This design comes from an exercise in tuning for small area on the open sky130 flow, not from production work.
The RTL was checked by simulation tests, not by an equivalence proof against the original design.
Power and IR drop assume default switching activity.

Setup of juniper:
## dmd_draw
module dmd_draw (
    input  wire        clk,
    input  wire        rst,
    input  wire        cmd_valid,
    output wire        cmd_ready,
    input  wire [31:0] cmd_data,
    output wire        busy,
    output wire        ill,
    input  wire [6:0]  rd_addr,
    output wire [7:0]  rd_data
);
    localparam [3:0] S_IDLE = 4'd0;
    localparam [3:0] S_PASS = 4'd1;    
    localparam [3:0] S_WPIX = 4'd2;    
    localparam [3:0] S_T1   = 4'd3;    
    localparam [3:0] S_T2   = 4'd4;    
    localparam [3:0] S_T3   = 4'd5;    
    localparam [3:0] S_T4   = 4'd6;    
    localparam [3:0] S_LA   = 4'd7;    
    localparam [3:0] S_LB   = 4'd8;    
    localparam [3:0] S_CI   = 4'd9;    
    localparam [3:0] S_CPLT = 4'd10;   
    localparam [3:0] S_CS1  = 4'd11;   
    localparam [3:0] S_CS0  = 4'd14;   
    localparam [3:0] S_CS2  = 4'd12;   
    localparam [3:0] S_CS3  = 4'd13;   
    reg  [1023:0] ring;             
    reg  [6:0]    c;                
  ...
make LEC_CHECK=0 CAP_MARGIN=20 CORE_MARGIN=2 CORE_UTILIZATION=40 SLEW_MARGIN=20 finish   # period 12.0 ns
run.sh (not shown) runs the stock make flow with config.mk's settings and CLKGATE_MAP_FILE= SYNTH_SCRIPT=/design/flow/synth_recipe.tcl, a recipe that flattens the netlist after the stock synthesis.
Modified inputs, tundra compared to juniper
# juniper
export LEC_CHECK = 0
export CAP_MARGIN = 20
export CORE_MARGIN = 2
export CORE_UTILIZATION = 40
export SLEW_MARGIN = 20
create_clock -name core_clock -period 12.0 [get_ports {clk}]
# tundra
export LEC_CHECK = 0
export CAP_MARGIN = 20
export CORE_MARGIN = 2
export CORE_UTILIZATION = 40
export CTS_BUF_LIST = sky130_fd_sc_hd__clkbuf_16
export CTS_CLUSTER_DIAMETER = 120
export CTS_CLUSTER_SIZE = 24
export SLEW_MARGIN = 20
create_clock -name core_clock -period 12.0 [get_ports {clk}]
Notes after the runs:
Every run in the comparison, tundra and juniper, completed the flow with a clean layout.
Relative to juniper, overall fraction of global-route tracks in use decreased by 0.38 points in tundra.
Of tundra and juniper, tundra shows the lower count of routing violations after the opening detailed-route iteration, with juniper above it.
Against juniper, via count in tundra fell by a few percent.
Leakage power figure (lower): tundra
Delta (tundra minus juniper): fraction of met1 tracks used by global routing now smaller, power dropped 1.3 mW, met2 usage in global routing flat.
--- input diff tundra..maple ---
# tundra
export LEC_CHECK = 0
export CAP_MARGIN = 20
export CORE_MARGIN = 2
export CORE_UTILIZATION = 40
export CTS_BUF_LIST = sky130_fd_sc_hd__clkbuf_16
export CTS_CLUSTER_DIAMETER = 120
export CTS_CLUSTER_SIZE = 24
export SLEW_MARGIN = 20
create_clock -name core_clock -period 12.0 [get_ports {clk}]
# maple
export LEC_CHECK = 0
export CAP_MARGIN = 20
export CORE_MARGIN = 2
export CORE_UTILIZATION = 40
export SLEW_MARGIN = 20
create_clock -name core_clock -period 12.0 [get_ports {clk}]
==> flow/flow/run.sh (new file) <==
#!/bin/bash
# The standard ORFS layout (standard.sh), except that synthesis maps the
# logic with an area-oriented ABC script (flow/abc_area_map.script) in place
# of ORFS's speed script.  Registers, flattening and renaming are those of
# the standard synthesis; every later step is the standard flow.
set -euo pipefail
here=$(pwd)
rm -rf "$here/scripts_abc"
cp -r "$FLOW_HOME/scripts" "$here/scripts_abc"
cp "$here/flow/abc_area_map.script" "$here/scripts_abc/abc_speed.script"
bash standard.sh SCRIPTS_DIR="$here/scripts_abc" synth > "$here/synth.log" 2>&1
bash standard.sh finish > "$here/layout.log" 2>&1
==> flow/flow/abc_area_map.script (new file) <==
strash
&get -n
&st
&dch
&nf -R 1000 -p
&put
mfs2
strash
dch -f
amap
topo
stime -c
buffer -c
dnsize -c
==> flow/standard.sh (new file) <==
#!/bin/bash
# synth_recipe.tcl (not shown) runs the flow's synth.tcl, then flattens the netlist and writes it again
# the make line also repeats each setting of config.mk as NAME=value (left out here)
make -C /OpenROAD-flow-scripts/flow DESIGN_CONFIG=/design/flow/config.mk WORK_HOME=/design/flow/orfs CLKGATE_MAP_FILE= SYNTH_SCRIPT=/design/flow/synth_recipe.tcl "${@:-finish}"
removed: flow/run.sh
## What came out
- Share of synthesized cell area in full adder, half adder and majority cells: maple and tundra compared, lower one is tundra
- Diff tundra -> maple: fraction of area in multi-input gates decreased by 6.2 points relative to the old numbers, total power divided by cell area increased about 80%, routed wirelength normalized by instance count decreased by 1.7% relative to the old numbers.
- Against tundra, TritonCTS buffer count in maple rose by more than half.
- Area after synthesis ends up lower on maple.
- Per the comparison of maple with tundra, level count of the clock H-tree higher; highest ir drop seen on vdd climbed 0.018 mV; routed wire length now smaller; via count level.

[afterwards: timing with drivers on the ports]
Ports are ideal in the flow. The routed layouts listed here were re-timed in OpenROAD. Step 1 sets driving cells, clkbuf_16 on the clock port and buf_2 on the other inputs (assumed; they add their load-dependent delay and slew). Step 2 also shifts input and output timing later by t, the mid clock arrival at the registers, as if the neighbouring blocks saw the same clock. Slacks: ideal / step 1 / step 2; pairs: ideal / step 1.
| run | t (ns) | slack for setup (ns) | worst hold slack (ns) | worst data-port slew with drivers (ns) |
|---|---|---|---|---|
| juniper | 0.752 | 2.123 / 2.100 / 2.100 | 0.328 / 0.328 / 0.328 | 0.06 |
| tundra | 0.747 | 2.099 / 2.077 / 2.077 | 0.324 / 0.324 / 0.324 | 0.05 |
| maple | 0.740 | 1.214 / 1.192 / 1.192 | 0.296 / 0.296 / 0.296 | 0.04 |
After both steps setup and hold are still met in every run listed. For juniper, which loses most, drivers alone change the setup slack by -0.023 ns; drivers and shift together by -0.023 ns.
